Background: an optimization exercise with open tools, aiming at small area, a short achievable clock period and few clock cycles. Do not read the settings as production practice.
Function was checked by simulation only, so behaviour that the tests miss may differ from the original.
Power is estimated from default activity; no workload was simulated.

==> flow/design.v, too long to show whole: its modules and the start of the top module <==
// module ssev_engine: 2229 lines
// module ssev_add23: 7 lines
// module ssev_sub: 7 lines
// module ssev_fa: 10 lines
// module ssev_ha: 9 lines
module ssev_engine (
    input  wire         clk,
    input  wire         rst,
    input  wire         cmd_valid,
    output wire         cmd_ready,
    input  wire [31:0]  cmd_word,
    input  wire [15:0]  cmd_width,
    input  wire [15:0]  cmd_height,
    input  wire         px_valid,
    output wire         px_ready,
    input  wire [127:0] px_src,
    input  wire [127:0] px_ref,
    output wire         res_valid,
    input  wire         res_ready,
    output wire [63:0]  res_sse,
    output wire [31:0]  res_sum,
    output wire [31:0]  res_var,
    output wire         res_err,
    output wire [2:0]   res_code
);
  // ...
==> flow/flow/run.sh <==
#!/bin/bash
set -e
export BUFFER_PORTS_ARGS="-buffer_cell sky130_fd_sc_hd__buf_1"
export SETUP_SLACK_MARGIN=22
export CTS_ARGS="-sink_clustering_enable -repair_clock_nets -dont_use_dummy_load"
bash standard.sh > standard.log 2>&1
==> flow/standard.sh <==
#!/bin/bash
# synth_recipe.tcl (not shown) runs the flow's synth.tcl, then flattens the netlist and writes it again
# the make line also repeats each setting of config.mk as NAME=value (left out here)
make -C /OpenROAD-flow-scripts/flow DESIGN_CONFIG=/design/flow/config.mk WORK_HOME=/design/flow/orfs CLKGATE_MAP_FILE= SYNTH_SCRIPT=/design/flow/synth_recipe.tcl "${@:-finish}"
==> flow/config.mk <==
export PLATFORM = sky130hd
export DESIGN_NAME = ssev_engine
export DESIGN_NICKNAME = ssev_engine
export VERILOG_FILES = /design/flow/design.v
export SDC_FILE = /design/flow/constraint.sdc
export NUM_CORES = 4
export LEC_CHECK = 0
export CAP_MARGIN = 20
export CORE_MARGIN = 2
export CORE_UTILIZATION = 55
export SLEW_MARGIN = 20
export SYNTH_HIERARCHICAL = 1
export SYNTH_MINIMUM_KEEP_SIZE = 0
==> flow/constraint.sdc <==
create_clock -name core_clock -period 28.0 [get_ports {clk}]
set_input_delay 5.6000 -clock core_clock [delete_from_list [all_inputs] [get_ports {clk}]]
set_output_delay 5.6000 -clock core_clock [all_outputs]
set_load 0.01 [all_outputs]
==> run summary, run 1 <==
- The worst setup path is of the reg2out kind.
- In the final layout, flip-flops and latches take up roughly 18% of the cell area.
- The internal power is roughly 2400 uW.
- The total of clock buffers placed in the layout is 59.
- The count of buffers from port buffering is around 440.
- The area growth from synthesis to layout is 23.0%.
- Multiplexer cells account for roughly 1.5% of the synthesized area.
- With fillers left out, the area of the finished cells amounts to approximately 65000 um2.
- For this design, the slowest cell found on the critical path is edfxtp_1.
- The most common cell in the synthesized netlist is fa_1.
- The H-tree was split into 2 levels.
- The per-instance average area after synthesis is 10.4 um2.
- In this run the worst path has a maximum fanout of 7.
- The commonest non-fill, non-tap cell in the layout is fa_1.
- The run finished with no timing, DRC or antenna violations.
- The leakage power is 0.0287 uW.
- The clock root buffer is clkbuf_16.
- The worst path buffer plus inverter count is 2.
- After synthesis, the cell types taking the most area are fa_1, dfxtp_1, edfxtp_1, ha_1, and2_1.
- The via count of the first global-routing pass is about 43000.
- The routability congestion estimate from global placement is 0.962.
- Across the run, the number of max-cap violations was 0.
- In this run the deepest clock path goes through 3 buffers.
- The setup total negative slack is 0 ps.
- In the post-route analysis, the smallest setup slack over all paths is 21040 ps.
Testbench counts, summed over its fixed seeds: cycles 46,547.
==> run 2: changes to the inputs <==
==> flow/flow/run.sh (replaced) <==
#!/bin/bash
set -e
export BUFFER_PORTS_ARGS="-buffer_cell sky130_fd_sc_hd__buf_1"
export SETUP_SLACK_MARGIN=21
export CTS_ARGS="-sink_clustering_enable -repair_clock_nets -dont_use_dummy_load"
bash standard.sh > standard.log 2>&1
==> run summary, run 2 <==
- The number of inserted filler cells in the final layout is about 8400.
- The nature of the critical path endpoint is a primary output.
- The tightest min-delay check is of the reg2reg type.
- The worst-skew pair later-pin latency is slightly below 700 ps.
- Walking the worst path, the cells encountered are buf_12 -> clkbuf_2.
- The final critical-path setup slack is 21030 ps (-9.90 ps).
- Summing the areas of all xor and xnor instances in the mapped netlist gives roughly 3.5% of the synthesized area.
- Of the cells placed in the final design, the portion with a size suffix greater than 1 is 2.98%.
- The total number of H-tree levels was 2 (unchanged).
- The synthesized design spends more area on one cell type than any other, namely fa_1.
- The placed wire-length estimate after detailed placement is between 100 and 150 mm.
- The worst IR drop on VDD is between 0.05 and 0.06 mV.
- Measured along the y axis, the die boundary spans approximately 310 um.
- After synthesis, the cell types taking the most area are fa_1, dfxtp_1, edfxtp_1, ha_1, and2_1.
- The dominant combinational cell family by area after synthesis is adder cells.
- The worst clock skew is roughly 100 ps.
- The number of antenna violations at the first check in global routing is 2.
- In the layout the commonest cells are fa_1, and2_1, buf_1.
- STA puts the critical path data arrival time at 1370 ps.
- The part of the cycle the worst path needs is between 20 and 25%.
- The top-level port count is 460.
- The library cell used most frequently in the layout, excluding fill and tap cells, is fa_1.
- For this block, the initial DRC count from the detailed router was roughly 2900.
- The via count of the first global-routing pass is 39426 (-8.2%).
- The hold buffer count at cts is 0.
- The fraction of synthesized area in multiplexers is 1.45% (unchanged).
- The setup total negative slack is 0 ps (unchanged).
- The total length of routed met2 wires is between 70 and 80 mm.
- The post-placement setup slack is a little over 20000 ps.
- The cell count after synthesis is roughly 5000.
- Clock-pin slew was measured on the worst setup and hold paths at about 60 ps.
- In the final routed layout, each cell accounts on average for between 20 and 25 um.
- After synthesis, the share of flip-flops with an asynchronous set or reset is 0%.
- Yosys mapped a number of flops with a built-in enable equal to around 160.
- Setup violations remaining at the end of the flow were counted as 0.
- The pin count of the biggest net entering global routing is 78.
- Setup repair after global routing could not meet its margin everywhere.
- Yosys printed 7 warnings.
- The total wirelength of the detailed-routed design is ~150 mm.
- The leakage power came to 0.0257 uW (-11%).
- The per-instance average area after synthesis was 10.4 um2 (unchanged).
- The final net count is 7020.
- The power per cell area is roughly 66 nW/um2.
- In this run the remaining antenna-violating nets after routing total 0.
- The count of final max-slew check failures is 0.
- The number of distinct library cells after synthesis is 99.
- The maximum fanout encountered on the critical timing path is 11 (+4).
- For this block, wires on met1 add up to roughly 64 mm.
- For this run, design rule violations remaining after detail routing come to 0.
- The required time at the endpoint of the critical path is about 22000 ps.
- The number of placement rows is between 100 and 150.
- The cell area after layout is 57300 um2 (-12%).
- The shortest clock period the worst path allows after layout is ~7000 ps.
- The type of element launching the critical path is a flop.
- The share of the synthesized area in the top cell type is between 30% and 40%.
- The multi-input combinational cells in the finished layout cover a total of about 39000 um2.
- For this run, the detailed router's first-pass iteration total came to 5.
- The run finished with no timing, DRC or antenna violations.
- Global routing finished with a remaining overflow of 0.
- The die is 315 um wide.
- Along the worst hold path, the cell count comes to 0.
- The initial utilization of the core area, before any placement, comes to between 50% and 60%.
- Grouping stages by cell kind, the critical path spends the most delay in flip-flops.
- Among all flip-flop cells after synthesis, the most frequent one is dfxtp_1.
- The largest buffer count on any clock path was 3 (unchanged).
- The worst setup path is of the reg2out kind.
- The largest registers in the layout are acc0 (48), r_sse (48), acc1 (47).
- The clock root buffer is clkbuf_16.
- The logic depth of the worst register-to-register path is 11.
- The count of buffers from port buffering is 441 (unchanged).
- The area fraction in compound gates after synthesis is a little under a tenth.
- From synthesis to final layout, the design area changed by 8.10%.
- The number of maximum-capacitance constraint violations came to 0 (unchanged).
- The clock tree from TritonCTS is yes.
- Registers take between 10000 and 15000 um2.
- The synthesized netlist devotes a little over 40% of its cell area to adder and majority cells.
- The worst path buffer plus inverter count is 2 (unchanged).
- The number of clock sinks is 516.
- The relative slew slack is a little under a third.
- On the worst path, the slowest cell contributes a delay of 410 ps.
- The core region is around 95000 um2.
- The design draws around 3800 uW.
- The global routing usage summed across all routing layers is 30.9%.
- The area enclosed by the die boundary is a little under 100000 um2.
- The commonest cells after synthesis are fa_1, and2_1, inv_1, ha_1, dfxtp_1.
- The post-synthesis cell area is approximately 53000 um2.
- The first global-routing pass estimated approximately 230 mm of wire.
- The routability congestion estimate from global placement is 0.979 (+1.8%).
- Synthesis inferred 516 register bits.
- The post-synthesis simple-gate area fraction is roughly 18%.
- The worst-margin pin slew is 1040 ps.
- The number of failing hold endpoints at the final stage is 0.
- The highest metal layer carrying signal wires in the routed design is met4.
- The most common cell in the synthesized netlist is fa_1.
- The number of clock buffers added by TritonCTS is between 50 and 60.
- In this run the cell area measured after placement is ~56000 um2.
- For this run, the share of the core covered by cells in the final layout is around 60%.
- The mean number of vias per cell is around 5.7.
- The routed layout has 38693 vias.
- After synthesis, flip-flops and latches occupy between 20 and 25% of the total area.
- The cell count along the critical path is 2.
- The slowest cell on the critical path is edfxtp_1.
- Based on the critical path, the design can be clocked at up to approximately 0.14 GHz.
- Wire segments on met3 add up to ~13 mm in the final route.
==> run 2: cell count changes in the layout (fill, tap and decap cells not counted), sizes merged, moves of 2 or more <==
cell,change
a21oi,-2
buf,-210
clkbuf,-80
diode,-3
o21bai,-2
o22ai,-2
==> run 2: what timing repair did <==
| action | in CTS | in global routing |
|---|---|---|
| cloned | 0 | 0 |
| resized for setup | 3 | 3 |
| buffers inserted | 2 | 0 |
| endpoints found under the setup margin | 52 | 24 |
| pin swaps | 0 | 0 |
==> run 2: layout make-up <==
type,instances,share of cell area (%)
well taps,1265,2.76
multi-input cells,4018,68.0
clock buffers,59,2.57
flip-flops and latches,516,20.7
inverters,417,2.73
diodes,3,0.0131
repair buffers,463,3.20
==> run 2: report_power, final <==
group | internal, uW | switching [uW]
Sequential | 972 | 114
Combinational | 911 | 1150
Clock | 365 | 288
Total | 2250 | 1550
==> run 2: modules after synthesis, one instance, submodules excluded <==
module	copies in the design	flops+latches
ssev_add23	1	0
ssev_fa	833	0
ssev_ha	59	0
ssev_engine	1	516
ssev_sub	16	0
==> run 2: final timing paths <==
check                end  startpoint  slack, ps
max          res_sum[28]   r_sum[22]      21030
min                c_var       p_var        370
max reg2reg     acc1[14]       a_clr      21790
min reg2reg        c_var       p_var        370
==> run 2: cells by family (layout without fill, tap and decap cells) <==
family / count (synthesis) / count (layout)
AO/OA/AOI/OAI: 756 / 756
flip-flops: 516 / 516
other: 1 / 21
adder cells (fa/ha/maj): 1220 / 1220
multiplexers: 74 / 74
buffers and inverters: 563 / 939
XOR/XNOR: 214 / 214
AND/OR/NAND/NOR: 1736 / 1736
==> run 2: metal layers <==
layer | vias up | GRT usage, %
met3 | 231 | 6.12
met2 | 1392 | 50.1
li1 | 17769 | -
met1 | 19301 | 41.7
met4 | 0 | 9.78
met5 | - | 0
==> run 2: stage by stage <==
step           std cells  hold slack, ps
2_1_floorplan       5097             400
3_3_place_gp        6677             400
3_5_place_dp        6677             405
4_1_cts             6738             361
5_1_grt             6740             386
6_report            6741             369
==> run 3: changes to the inputs <==
==> flow/flow/run.sh (replaced) <==
#!/bin/bash
set -e
export BUFFER_PORTS_ARGS="-buffer_cell sky130_fd_sc_hd__buf_1"
export SETUP_SLACK_MARGIN=21
export CTS_ARGS="-sink_clustering_enable -repair_clock_nets -dont_use_dummy_load -sink_clustering_size 24 -sink_clustering_max_diameter 60"
bash standard.sh > standard.log 2>&1
==> run summary, run 3 <==
- The delay of the slowest cell on the worst path came to 420 ps (about the same).
- The share of the yosys chip area belonging to registers came to 22.4% (unchanged).
- The number of distinct library cells after synthesis is 99 (unchanged).
- The worst min-delay path category is reg2reg.
- The number of clock sinks is 516 (unchanged).
- The pin count of the biggest net entering global routing is 78 (unchanged).
- The worst hold slack is 357 ps (-11.7 ps).
- The starting density of the core is 55.7% (unchanged).
- The logic depth of the worst register-to-register path was 11 (unchanged).
- After synthesis, the cell types taking the most area are fa_1, dfxtp_1, edfxtp_1, ha_1, and2_1.
- The cell count after synthesis is 5080 (unchanged).
- The mean number of vias per cell is 5.77 (+0.47%).
- The power per cell area is 65.8 nW/um2 (-0.68%).
- Counting instances in the post-synthesis netlist gives the leading cell types as fa_1, and2_1, inv_1, ha_1, dfxtp_1.
- The relative slew slack is 31.2% (+1.0 points).
- The maximum fanout encountered on the critical timing path is 11 (unchanged).
- The worst clock skew is 107 ps (+3.38 ps).
- STA classifies the critical path startpoint as a flop.
- The per-instance average area after synthesis is 10.4 um2 (unchanged).
- The share of the synthesized area in the top cell type is 32.3% (unchanged).
- The startpoint of the tightest hold check path is c_var.
- The number of warnings issued by yosys is 7 (unchanged).
- The global routing usage summed across all routing layers is 30.9% (about the same).
- The routability congestion estimate from global placement is 0.979 (unchanged).
- The startpoint-to-endpoint class of the critical path is reg2out.
- The flow ran to the end and the layout has no timing, DRC or antenna violations.
- The number of buffers created by CTS is 54 (-8.5%).
- fa_1 is the most common cell in the netlist.
- The worst-margin pin slew is 1030 ps (-15.5 ps).
- The post-synthesis cell area came to 53000 um2 (unchanged).
- In this run the critical register-to-register path is launched from a_d5[5].
- Leaving out fill and tap cells, the most frequent cell in the layout is fa_1.
- The largest buffer count on any clock path is 3 (unchanged).
- The slowest stage of the critical path is the edfxtp_1 cell.
- The area enclosed by the die boundary came to 99000 um2 (unchanged).
- The DRC violation count after routing is 0 (unchanged).
- The number of instances on the worst hold path came to 0 (unchanged).
- Setup repair after global routing could not meet its margin everywhere.
- The count of final max-slew check failures was 0 (unchanged).
- The prevailing post-synth register cell is dfxtp_1.
- The clock root buffer is clkbuf_16.
- The leakage power was 0.0256 uW (-0.24%).
- The required time at the endpoint of the critical path is 22400 ps (about the same).
- The vertical extent of the die is 315 um (unchanged).
- The share of synthesized flip-flops with an asynchronous set or reset is 0% (unchanged).
- The number of antenna violations at the first check in global routing is 2 (unchanged).
- The part of the cycle the worst path needs is 25.0% (+0.091 points).
- The via count of the first global-routing pass was 39425 (-0.0025%).
- The number of enable-type register cells in the synthesized netlist is 156 (unchanged).
- The number of inserted filler cells in the final layout came to 8400 (+0.44%).
- The wire length of the first global-routing pass was 231 mm (about the same).
- The total iterations of the first detailed-routing run was 7 (+2).
- The placed wire-length estimate after detailed placement is 127 mm (unchanged).
- The worst-skew pair later-pin latency is 690 ps (about the same).
- The worst setup path is captured at a primary output.
- The most area-hungry cell type in the Yosys netlist is fa_1.
- TritonCTS built the clock tree.
- The number of failing hold endpoints at the final stage is 0 (unchanged).
- The setup total negative slack is 0 ps (unchanged).
- The number of maximum-capacitance constraint violations is 0 (unchanged).
- In this run the critical register-to-register path is captured at acc1[11].
- The post-detailed-route count of antenna-violating nets is 0 (unchanged).
- The number of DRC markers in iteration 0 is 3002 (+4.5%).
- The top cell types in the final layout, fill and taps aside, are fa_1, and2_1, buf_1.
- The total number of H-tree levels is 2 (unchanged).
- The worst min-delay path endpoint is acc_var.
- The via count of the routed design came to 38840 (+0.38%).
- The number of placement rows is 113 (unchanged).
- The data arrival at the endpoint of the critical path was 1390 ps (+20 ps).
- The total wirelength of the detailed-routed design is 153 mm (+0.16%).
- The clock transition at the registers of the reported paths is 60 ps (about the same).
- The worst IR drop on VDD came to 0.0596 mV (+1.8%).
- The final net count is 7015 (-0.071%).
- The total congestion overflow is 0 (unchanged).
- Walking the worst path, the cells encountered are buf_12 -> clkbuf_2.
- The maximum achievable frequency is 0.143 GHz (-0.37%).
- The synthesis-stage register bit count is 516 (unchanged).
- The die width is 315 um (unchanged).
- In the final layout, the registers with the most flip-flops are acc0 (48), r_sse (48), acc1 (47).
- The shortest clock period the worst path allows after layout is 6990 ps (+25.5 ps).
- The top-level port count is 460 (unchanged).
- The count of buffers from port buffering came to 441 (unchanged).
- The mean routed wirelength per cell came to 22.7 um (+0.25%).
- The proportion of layout cells with a drive suffix above 1 is 2.89% (-0.089 points).
- The area of the placeable core was 95300 um2 (unchanged).
- The count of final setup violators is 0 (unchanged).
- Compared with the post-synthesis result, the final layout area differs by 7.86%.
- The setup slack on the worst flop-to-flop path came to 21740 ps (-50 ps).
-- run 3: cell counts after synthesis --
No cell type changed its count.
-- run 3: Yosys stat by module (local to each module, per instance) --
module       cells inside  copies in the design  cell area [um2]
ssev_ha                 1                    59             12.5
ssev_fa                 1                   833             20.0
ssev_engine          3169                     1            28500
ssev_sub               53                    16              368
ssev_add23            171                     1             1250
-- run 3: critical path, delay by kind of cell (launching register included) --
kind / cells / cell delay [ps]
buffers and inverters: 2 / 290
DFF: 1 / 420
-- run 3: layout make-up --
class | count | area (um2) | share of cell area (%)
Sequential cell | 516 | 11900 | 20.8
Clock buffer | 54 | 1350 | 2.36
Multi-Input combinational cell | 4018 | 39000 | 68.1
Antenna cell | 2 | 5.00 | 0.00875
Tap cell | 1265 | 1580 | 2.77
Timing Repair Buffer | 463 | 1830 | 3.21
Inverter | 417 | 1570 | 2.74
-- run 3: what timing repair did --
action,4_1_cts,5_1_grt
setup endpoints to repair,52,24
hold buffers,0,0
setup buffers,2,0
gates resized for setup,3,3
-- run 3: per-layer routing --
metal / part of all wire [%] / GRT usage [%] / up-vias
li1: - / - / 17770
met1: 42 / 41.9 / 19357
met2: 47 / 50.2 / 1468
met3: 8.1 / 5.93 / 245
met4: 3.3 / 9.89 / 0
met5: 0 / 0 / -
-- run 3: how the worst max path moves through the flow --
stage | startpoint | to | cells after the start
floorplan | cmd_word[15] | p_code[0] | 4
global placement | px_valid | a_d14[4] | 7
detailed placement | px_valid | a_d14[6] | 7
CTS | r_sum[22] | res_sum[28] | 2
global route | r_sum[22] | res_sum[28] | 2
finish | r_sum[22] | res_sum[28] | 2
-- run 3: kinds of logic (layout without fill, tap and decap cells) --
group / count (synthesis) / after routing / share of synthesized area [%]
simple gates: 1736 / 1736 / 18.0
fa+ha+maj: 1220 / 1220 / 40.9
compound gates: 756 / 756 / 9.40
buf+inv: 563 / 934 / 4.29
flops: 516 / 516 / 22.4
xor+xnor: 214 / 214 / 3.53
mux: 74 / 74 / 1.45
other cells: 1 / 20 / 0.00707
-- run 3: where the power goes --
group          internal, uW  switching (uW)
Clock                   335             283
Combinational           912            1150
Sequential              971             114
Total                  2220            1550
-- run 3: stage by stage --
| step | power, uW | cell area [um2] | worst slack, ps | instances | util, % |
|---|---|---|---|---|---|
| 3_5_place_dp | 3150 | 55800 | 20260 | 6677 | 58.6 |
| 3_3_place_gp | 3110 | 55800 | 20270 | 6677 | 58.6 |
| 6_report | 3770 | 57200 | 21010 | 6735 | 60.0 |
| 2_1_floorplan | 2610 | 53100 | 20880 | 5097 | - |
| 5_1_grt | 4090 | 57200 | 20960 | 6735 | 60.0 |
| 4_1_cts | 3780 | 57200 | 20980 | 6733 | 60.0 |

-- separate check: timing with driven ports --
In the flow no input, the clock included, has a driving cell. The finished layouts below were timed again as built, in two steps.
Step 1 (the two cells are an assumption about what drives the block):
set clk [get_ports {clk}]
set_driving_cell -lib_cell sky130_fd_sc_hd__clkbuf_16 $clk
set_driving_cell -lib_cell sky130_fd_sc_hd__buf_2 [delete_from_list [all_inputs] $clk]
Step 2 moves the port delays by t, midway between the first and last clock arrival at a register: inputs arrive t later, outputs are due t later. That takes back most of the time a late clock gives input paths.
Three values: ideal ports, drivers, drivers and shift; two values: the first two.
run | t (ns) | slack for setup (ns) | worst register clock-pin slew, ns | worst data-port slew with drivers (ns)
run 1 | 0.716 | 21.044 / 20.972 / 20.717 | 0.06 / 0.06 | 0.10
run 2 | 0.700 | 21.034 / 20.959 / 20.462 | 0.06 / 0.06 | 0.07
run 3 | 0.706 | 21.009 / 20.935 / 20.482 | 0.08 / 0.08 | 0.08
After both steps setup and hold are still met in every run listed. The setup slack of run 2, which loses most, moves by -0.075 ns with the drivers and by -0.572 ns with both steps.
